Context: an optimization exercise on an open-source flow, tuned for small area. The choices shown serve that exercise and are no tape-out recipe. The RTL was checked by simulation tests, not by an equivalence proof against the original design. No activity file was given, so power comes from the tool's default toggle rates.

## old
==> flow/design.v (excerpt) <==
module kojisan_sau (
    input  wire        clk,
    input  wire        rst,           
    input  wire        host_we,
    input  wire [2:0]  host_addr,
    input  wire [31:0] host_wdata,
    output reg  [31:0] host_rdata,
    output wire        irq,
    output wire        bus_req,
    output reg  [2:0]  bus_op,
    output reg  [7:0]  bus_wdata,
    output wire        bus_mack,
    input  wire        bus_ans,
    input  wire [1:0]  bus_ans_code,
    input  wire [7:0]  bus_rdata
);
    localparam [3:0] S_W_START   = 4'd1,
                     S_W_ADDR    = 4'd2,
                     S_W_CMD     = 4'd3,
                     S_W_PAYLOAD = 4'd4,
                     S_W_STOP    = 4'd5,
                     S_WAIT      = 4'd6,
                     S_R_START   = 4'd7,
                     S_R_ADDR_W  = 4'd8,
                     S_R_REG     = 4'd9,
                     S_R_RSTART  = 4'd10,
                     S_R_ADDR_R  = 4'd11,
                     S_R_DATA    = 4'd12,
                     S_R_STOP    = 4'd13,
                     S_CHECK     = 4'd14;
    reg        ie;
    reg [6:0]  addr;
    reg        busy, done, err;
    reg [3:0]  seq;         
    reg [2:0]  idx;         
    reg        abort;       
    reg        t_fail;
    reg [7:0]  crc;         
    reg [31:0] tr;          
    reg [29:0] hr;          
    reg        cy_t, cy_h, c_t, c_h;
    function [7:0] crc8b;
        input [7:0] c0, b;
  ...
export LEC_CHECK = 0
export CAP_MARGIN = 20
export CORE_MARGIN = 2
export CORE_UTILIZATION = 40
export CTS_BUF_LIST = sky130_fd_sc_hd__clkbuf_8
export SLEW_MARGIN = 20
create_clock -name core_clock -period 500.0 [get_ports {clk}]
standard.sh (not shown) runs the stock make flow with config.mk's settings and CLKGATE_MAP_FILE= SYNTH_SCRIPT=/design/flow/synth_recipe.tcl, a recipe that flattens the netlist after the stock synthesis.
==> flow/flow/run.sh <==
#!/bin/bash
# Standard ORFS layout, except that the port buffers are the smallest buffer cell (buf_1)
# instead of the cell buffer_ports picks by default. Every port still gets its own buffer.
set -euo pipefail
cd "$(dirname "$0")/.."
export BUFFER_PORTS_ARGS="-buffer_cell sky130_fd_sc_hd__buf_1"
bash standard.sh > standard_flow.log 2>&1
Setup changes, old to new
diff --git a/flow/design.v b/flow/design.v
--- a/flow/design.v
+++ b/flow/design.v
@@ -72,48 +72,50 @@
     wire csum = err && in_check;
     wire bus_e = err && !in_check;
     wire [31:0] status_word = {9'd0, err ? idx : 3'd0, err ? seq : 4'd0, 6'd0,
                                csum && h_bad, csum && t_fail,
                                bus_e && !abort, bus_e && abort,
                                csum, err && !(csum && t_fail), 1'b0,
                                err, done, busy};
+    wire sel_t = done && (host_addr == 3'd3);
+    wire sel_h = done && (host_addr == 3'd4);
     always @(*) begin
+        host_rdata = ({32{sel_t}} & tr) | ({32{sel_h}} & {2'b00, hr});
         case (host_addr)
-            3'd0:    host_rdata = {23'd0, ie, 8'd0};
-            3'd1:    host_rdata = status_word;
-            3'd2:    host_rdata = {25'd0, addr};
-            3'd3:    host_rdata = done ? tr : 32'd0;
-            3'd4:    host_rdata = done ? {2'b00, hr} : 32'd0;
-            default: host_rdata = 32'd0;
+            3'd0:    host_rdata[8] = ie;
+            3'd1:    host_rdata = host_rdata | status_word;
+            3'd2:    host_rdata[6:0] = addr;
+            default: ;
         endcase
     end
     assign irq = ie && (done || err);
     wire wr_ctrl   = host_we && (host_addr == 3'd0);
     wire wr_addr   = host_we && (host_addr == 3'd2);
     wire do_start  = wr_ctrl && host_wdata[0] && !busy;
     wire do_clr    = wr_ctrl && !host_wdata[0] && host_wdata[1] && !busy;
     wire [2:0] pass = crc[7:5];
     wire [4:0] j    = crc[4:0];
     wire conv       = busy && in_check;
     wire waiting    = busy && in_wait;
-    wire wait_end   = c_t && (j == 5'd3) && tr[0] && tr[2] && tr[3] && tr[4] && tr[5] && tr[6];
+    wire wait_end   = c_t && (j == 5'd3) && tr[18] && tr[20] && tr[21] && tr[22] && tr[23] && tr[24];
     wire p0 = (pass == 3'd0), p1 = (pass == 3'd1), p2 = (pass == 3'd2),
          p3 = (pass == 3'd3), p4 = (pass == 3'd4);
-    wire ta = tr[0] & (in_wait ? c_t : (!p0 || (j >= 5'd14 && j <= 5'd29)));
-    wire tb = in_wait ? 1'b0 : (p0 || p1) ? (tr[2] & (!p0 || (j >= 5'd12 && j <= 5'd27))) :
+    wire ta = tr[0] & (c_t || !in_wait);
+    wire tb = in_wait ? 1'b0 : (p0 || p1) ? tr[2] :
               p2 ? ~tr[3] :
               p3 ? (tr[16] & (j < 5'd16)) :
               (j == 5'd23 || j == 5'd24 || j == 5'd27 || j >= 5'd29);
-    wire tci = (j == 5'd0) ? ((p2 || in_wait) ? 1'b1 : p4 ? c_t : 1'b0) : cy_t;
+    wire tci = (j == 5'd0) ? (!in_wait && (p2 || (p4 && c_t))) :
+               ((in_wait && j == 5'd18) || cy_t);
     wire ts  = ta ^ tb ^ tci;
     wire tco = (ta & tb) | (ta & tci) | (tb & tci);
-    wire ha = hr[0] & (!p0 || (j >= 5'd13 && j <= 5'd28));
-    wire hb = (p0 || p1) ? (hr[2] & (!p0 || (j >= 5'd11 && j <= 5'd26))) :
+    wire ha = hr[0] & !in_wait;
+    wire hb = in_wait ? 1'b0 : (p0 || p1) ? hr[2] :
               p3 ? (hr[16] & (j < 5'd14)) : 1'b0;
-    wire hci = (j == 5'd0) ? (p4 ? c_h : 1'b0) : cy_h;
+    wire hci = (j == 5'd0) ? (p4 && !in_wait && c_h) : cy_h;
     wire hs  = ha ^ hb ^ hci;
     wire hco = (ha & hb) | (ha & hci) | (hb & hci);
     wire h_step = (j < 5'd30);
     always @(posedge clk) begin
         if (rst) begin
             ie    <= 1'b0;
             addr  <= 7'h45;
@@ -185,20 +187,21 @@
             endcase
         end
         if (busy && seq == S_W_STOP)
             c_t <= 1'b0;
         if (waiting || conv) begin
             tr   <= {ts, tr[31:1]};
             cy_t <= tco;
-            if (in_wait && j == 5'd31)
-                c_t <= 1'b1;
-            if (p3 && j == 5'd15)
+            if (in_wait) begin
+                if (j == 5'd31)
+                    c_t <= 1'b1;
+            end else if (p3 && j == 5'd15)
                 c_t <= ts | tco;
         end
-        if (conv) begin
+        if (conv || waiting) begin
             if (h_step) begin
                 hr   <= {hs, hr[29:1]};
                 cy_h <= hco;
                 if (p3 && j == 5'd15)
                     c_h <= hs | hco;
             end
         end
Notes after the runs:
Per the final summary, new finished and its layout is clean on timing, DRC and antenna.
Number of buffers and inverters on the critical path delta (old -> new): insignificant
Comparing new and old, the higher routed wire length is on old.
Side by side, fraction of synthesized area in multiplexers turned out lower in new than in old.
Number of nets at the end of the flow ends up lower on new.
new vs. old: final worst hold slack rose by 0.0058 ns; minimum setup slack after placement rose by 0.083 ns; power attributed to sequential cells fell by about 0.9%; multi-input gate share of the layout cell area fell by 2.0 points; largest net degree at the start of global routing fell by 2.0%.
new vs old: count of clock-buffer cells in the layout down in new
Going from old to new, global-route usage stayed essentially flat; post-synth design cell area fell by 230 um^2.

afterwards: timing with drivers on the ports:
Ports are ideal in the flow. The routed layouts listed here were re-timed in OpenROAD.
Step 1: set_driving_cell puts a clkbuf_16 on clk and a buf_2 on each other input, an assumption about the parent block.
Step 2 moves the port delays by t, midway between the first and last clock arrival at a register: inputs arrive t later, outputs are due t later. That takes back most of the time a late clock gives input paths.
a / b / c = ideal / step 1 / step 2; a / b = the first two.
run	shift t [ns]	setup WS [ns]	worst register clock-pin slew, ns	worst slew at a driven data input, ns	cell pins on the clock port's net
old	0.405	298.242 / 298.213 / 298.213	0.09 / 0.09	0.04	1
new	0.423	298.367 / 298.331 / 298.331	0.11 / 0.11	0.04	1
After both steps every run listed still meets setup and hold. For new, which loses most, drivers alone change the setup slack by -0.036 ns; drivers and shift together by -0.036 ns.
